This is an optimization exercise on Yosys and OpenROAD, whose aim is small area, not a production implementation. Only simulation tests tie the RTL to the original design; equivalence was not proved.

==> flow/design.v (excerpt) <==
module pfse_frdec (
    input  wire        clk,
    input  wire        rst,
    input  wire        in_valid,
    input  wire [7:0]  in_data,
    input  wire        in_last,
    output wire        out_valid,
    output wire [1:0]  out_demux,       
    output wire [11:0] out_status,      
    output wire [6:0]  out_rel_id,
    output wire        out_agg,
    output wire [31:0] out_entry_id,
    output wire [31:0] out_attr2,
    output wire [31:0] out_attr3,
    output wire [31:0] out_udp_ports,   
    output wire [31:0] out_udp_lencs,   
    output wire [15:0] out_pay_off,
    output wire [15:0] out_pay_len,
    output wire [47:0] out_dmac,
    output wire [47:0] out_smac,
    output wire [31:0] out_src_ip,
    output wire [31:0] out_dst_ip,
    output wire [3:0]  out_ihl,
    output wire [7:0]  out_proto,
    output wire [15:0] out_totlen
);
    function [8:0] add8;                    
        input [7:0] a;
        input [7:0] b;
        input       c;
        integer i;
        reg cc;
        begin
            cc = c;
            for (i = 0; i < 8; i = i + 1) begin
                add8[i] = a[i] ^ b[i] ^ cc;
                cc = (a[i] & b[i]) | (cc & (a[i] ^ b[i]));
            end
            add8[8] = cc;
        end
    endfunction
    function [15:0] add16;                  
        input [15:0] a;
        input [15:0] b;
        integer i;
        reg cc;
        begin
            cc = 1'b0;
            for (i = 0; i < 16; i = i + 1) begin
  ...
==> flow/config.mk <==
export PLATFORM = sky130hd
export DESIGN_NAME = pfse_frdec
export DESIGN_NICKNAME = pfse_frdec
export VERILOG_FILES = /design/flow/design.v
export SDC_FILE = /design/flow/constraint.sdc
export NUM_CORES = 4
export LEC_CHECK = 0
export ABC_AREA = 1
export CAP_MARGIN = 20
export CORE_MARGIN = 2
export CORE_UTILIZATION = 70
export SLEW_MARGIN = 20
==> flow/constraint.sdc <==
create_clock -name core_clock -period 20.0 [get_ports {clk}]
set_input_delay 4.0000 -clock core_clock [delete_from_list [all_inputs] [get_ports {clk}]]
set_output_delay 4.0000 -clock core_clock [all_outputs]
set_load 0.01 [all_outputs]
standard.sh (not shown) runs the stock make flow with config.mk's settings and CLKGATE_MAP_FILE= SYNTH_SCRIPT=/design/flow/synth_recipe.tcl, a recipe that flattens the netlist after the stock synthesis.
==> flow/flow/run.sh <==
#!/bin/bash
# Standard layout (standard.sh), with the port buffers made from the smallest
# buffer cell and a smaller clock tree: clkbuf leaves over clusters of nearby
# flip-flops, no dummy loads.
set -euo pipefail
export BUFFER_PORTS_ARGS="-buffer_cell sky130_fd_sc_hd__buf_1"
export CTS_ARGS="-sink_clustering_enable -repair_clock_nets -dont_use_dummy_load -buf_list sky130_fd_sc_hd__clkbuf_8 -sink_clustering_size 16 -sink_clustering_max_diameter 50"
bash standard.sh > standard.log 2>&1
The baseline went through all stages and came out clean.
Change:
==> flow/flow/run.sh (replaced) <==
#!/bin/bash
# Standard layout (standard.sh), with the port buffers made from the smallest
# buffer cell and a smaller clock tree: clkbuf leaves over clusters of nearby
# flip-flops, no dummy loads.
set -euo pipefail
export BUFFER_PORTS_ARGS="-buffer_cell sky130_fd_sc_hd__buf_1"
export CTS_ARGS="-sink_clustering_enable -repair_clock_nets -dont_use_dummy_load -buf_list sky130_fd_sc_hd__clkbuf_4 -sink_clustering_size 12 -sink_clustering_max_diameter 40"
bash standard.sh > standard.log 2>&1
Settings changed: CORE_UTILIZATION 70 to 60.
=> Global-route usage goes down by 8.0 points; synthesized cell count is unchanged; first-iteration DRC count goes down by 32%.


Another version of the RTL of pfse_frdec (not shown whole).
For scale: about 1200 cells after synthesis, about 420 I/O pins.
export LEC_CHECK = 0
export ABC_AREA = 0
export CAP_MARGIN = 0
export CORE_MARGIN = 2
export CORE_UTILIZATION = 72
export SLEW_MARGIN = 0
create_clock -name core_clock -period 20.0 [get_ports {clk}]
==> flow/flow/run.sh <==
#!/bin/bash
# Standard layout (standard.sh), with the port buffers made from the smallest
# buffer cell and a smaller clock tree: clkbuf leaves over clusters of nearby
# flip-flops, no dummy loads.
set -euo pipefail
export BUFFER_PORTS_ARGS="-buffer_cell sky130_fd_sc_hd__buf_1"
export CTS_ARGS="-sink_clustering_enable -repair_clock_nets -dont_use_dummy_load -buf_list sky130_fd_sc_hd__clkbuf_4 -sink_clustering_size 10 -sink_clustering_max_diameter 35"
bash standard.sh > standard.log 2>&1
Then changed:
==> flow/flow/run.sh (replaced) <==
#!/bin/bash
# Standard layout (standard.sh), with the port buffers made from the smallest
# buffer cell and a smaller clock tree: clkbuf leaves over clusters of nearby
# flip-flops, no dummy loads.
set -euo pipefail
export BUFFER_PORTS_ARGS="-buffer_cell sky130_fd_sc_hd__buf_1"
export CTS_ARGS="-sink_clustering_enable -repair_clock_nets -dont_use_dummy_load -buf_list sky130_fd_sc_hd__clkbuf_4 -sink_clustering_size 10 -sink_clustering_max_diameter 40"
bash standard.sh > standard.log 2>&1
Settings changed: CORE_UTILIZATION 72 to 70.
Outcome:
- The changed run produced a clean layout
- first-iteration DRC count drops by 11%
- wire length climbs by 2.4%
- register-to-register slack gets worse by 40 ps
- cell count climbs by 0.36%
- flip-flop and latch count does not change
- synthesized cell count is unchanged
- via count climbs by 0.92%
- setup slack gets better by 5.9 ps
- global-route usage drops by 0.62 points
- synthesized area stays the same
- maximum frequency hardly moves


Setup of wip/xenon:
pfse_frdec, a different RTL version from the one above (not shown whole).
Size in the first run: ~1,600 cells after synthesis, roughly 420 I/O pins.
==> flow/design.v (excerpt) <==
module pfse_frdec (
    input  wire        clk,
    input  wire        rst,
    input  wire        in_valid,
    input  wire [7:0]  in_data,
    input  wire        in_last,
    output wire        out_valid,
    output wire [1:0]  out_demux,       
    output wire [11:0] out_status,      
    output wire [6:0]  out_rel_id,
    output wire        out_agg,
    output wire [31:0] out_entry_id,
    output wire [31:0] out_attr2,
    output wire [31:0] out_attr3,
    output wire [31:0] out_udp_ports,   
    output wire [31:0] out_udp_lencs,   
    output wire [15:0] out_pay_off,
    output wire [15:0] out_pay_len,
    output wire [47:0] out_dmac,
    output wire [47:0] out_smac,
    output wire [31:0] out_src_ip,
    output wire [31:0] out_dst_ip,
    output wire [3:0]  out_ihl,
    output wire [7:0]  out_proto,
    output wire [15:0] out_totlen
);
    reg        fin;        
    reg [6:0]  cnt;        
    reg [3:0]  ihl;
    reg        eo;         
    reg        ipk;        
  ...
clock: 20.0 ns
lec_check: 0
cap_margin: 20
core_margin: 2
core_utilization: 40
slew_margin: 20
run.sh (not shown) runs the stock make flow with config.mk's settings and CLKGATE_MAP_FILE= SYNTH_SCRIPT=/design/flow/synth_recipe.tcl, a recipe that flattens the netlist after the stock synthesis.
Stock flow here: none of the scripts above is used.
wip/xenon went all the way through the flow, and no timing, DRC or antenna check failed.
Changes in wip/ember relative to wip/xenon:
# wip/xenon
export LEC_CHECK = 0
export CAP_MARGIN = 20
export CORE_MARGIN = 2
export CORE_UTILIZATION = 40
export SLEW_MARGIN = 20
create_clock -name core_clock -period 20.0 [get_ports {clk}]
# wip/ember
export LEC_CHECK = 0
export CAP_MARGIN = 20
export CORE_MARGIN = 2
export CORE_UTILIZATION = 60
export CTS_BUF_LIST = sky130_fd_sc_hd__clkbuf_8
export CTS_CLUSTER_SIZE = 30
export SLEW_MARGIN = 20
create_clock -name core_clock -period 20.0 [get_ports {clk}]
==> flow/flow/run.sh (new file) <==
#!/bin/bash
# Standard layout, with the port buffers made from the smallest buffer cell.
set -euo pipefail
export BUFFER_PORTS_ARGS="-buffer_cell sky130_fd_sc_hd__buf_1"
bash standard.sh > standard.log 2>&1
==> flow/standard.sh (new file) <==
#!/bin/bash
# synth_recipe.tcl (not shown) runs the flow's synth.tcl, then flattens the netlist and writes it again
# the make line also repeats each setting of config.mk as NAME=value (left out here)
make -C /OpenROAD-flow-scripts/flow DESIGN_CONFIG=/design/flow/config.mk WORK_HOME=/design/flow/orfs CLKGATE_MAP_FILE= SYNTH_SCRIPT=/design/flow/synth_recipe.tcl "${@:-finish}"
removed: flow/run.sh
[summary]
The higher final core utilization came out of wip/ember. Going from wip/xenon to wip/ember, detailed-route wire length now sits lower, fraction of met3 tracks used by global routing now sits higher, hold-critical path depth now sits at about the same level. wip/xenon -> wip/ember: proportion of synthesized flip-flops having asynchronous set or reset delta 0, exact match. Compared to wip/xenon, wip/ember has number of detailed-route iterations in the first pass 1 lower. wip/xenon leaves more setup margin than wip/ember. Global-route wire length before repair (lower): wip/ember. Having completed the whole flow, wip/ember delivered a layout that passed the timing, design-rule and antenna checks.
Setup changes, wip/ember to wip/nickel
# wip/ember
export LEC_CHECK = 0
export CAP_MARGIN = 20
export CORE_MARGIN = 2
export CORE_UTILIZATION = 60
export CTS_BUF_LIST = sky130_fd_sc_hd__clkbuf_8
export CTS_CLUSTER_SIZE = 30
export SLEW_MARGIN = 20
create_clock -name core_clock -period 20.0 [get_ports {clk}]
# wip/nickel
export LEC_CHECK = 0
export CAP_MARGIN = 20
export CORE_MARGIN = 2
export CORE_UTILIZATION = 40
export CTS_BUF_LIST = sky130_fd_sc_hd__clkbuf_4
export CTS_CLUSTER_SIZE = 20
export SLEW_MARGIN = 20
create_clock -name core_clock -period 20.0 [get_ports {clk}]
--- outcome ---
- Utilization wip/ember -> wip/nickel: down
- In wip/nickel the post-route fraction of the period consumed by the critical path turned out 2.2 points lower than in wip/ember.
- Per the comparison of wip/nickel with wip/ember, worst setup margin saw an increase, maximum frequency saw an increase, clock distribution area overhead in the final layout saw an increase.
- Total detailed-routing wirelength in wip/nickel is 9.2% above wip/ember.

==> re-timing with driven ports <==
Ports are ideal in the flow. The routed layouts listed here were re-timed in OpenROAD. Step 1 (the two cells are an assumption about what drives the block):
set clk [get_ports {clk}]
set_driving_cell -lib_cell sky130_fd_sc_hd__clkbuf_16 $clk
set_driving_cell -lib_cell sky130_fd_sc_hd__buf_2 [delete_from_list [all_inputs] $clk]
Step 2 times the ports against the registers' clock, not the clock port: input delays grow and output delays shrink by t, the midpoint of the rising clock arrivals with the driver on. Three values: no drivers, after step 1, after step 2; two values: the first two.
run	t, ns	setup WS [ns]	worst setup path at the end
the first run of note 1	0.599	8.577 / 8.528 / 9.127	register to output
the second run of note 1	0.731	8.491 / 8.442 / 9.173	register to output
the first run of note 2	0.725	8.821 / 8.772 / 9.497	register to output
the second run of note 2	0.709	8.827 / 8.777 / 9.486	register to output
wip/xenon	0.619	10.390 / 10.340 / 10.853	input to output
wip/ember	0.647	10.091 / 10.041 / 10.689	register to output
wip/nickel	0.897	10.530 / 10.478 / 11.376	register to output
After both steps every run listed still meets setup and hold.
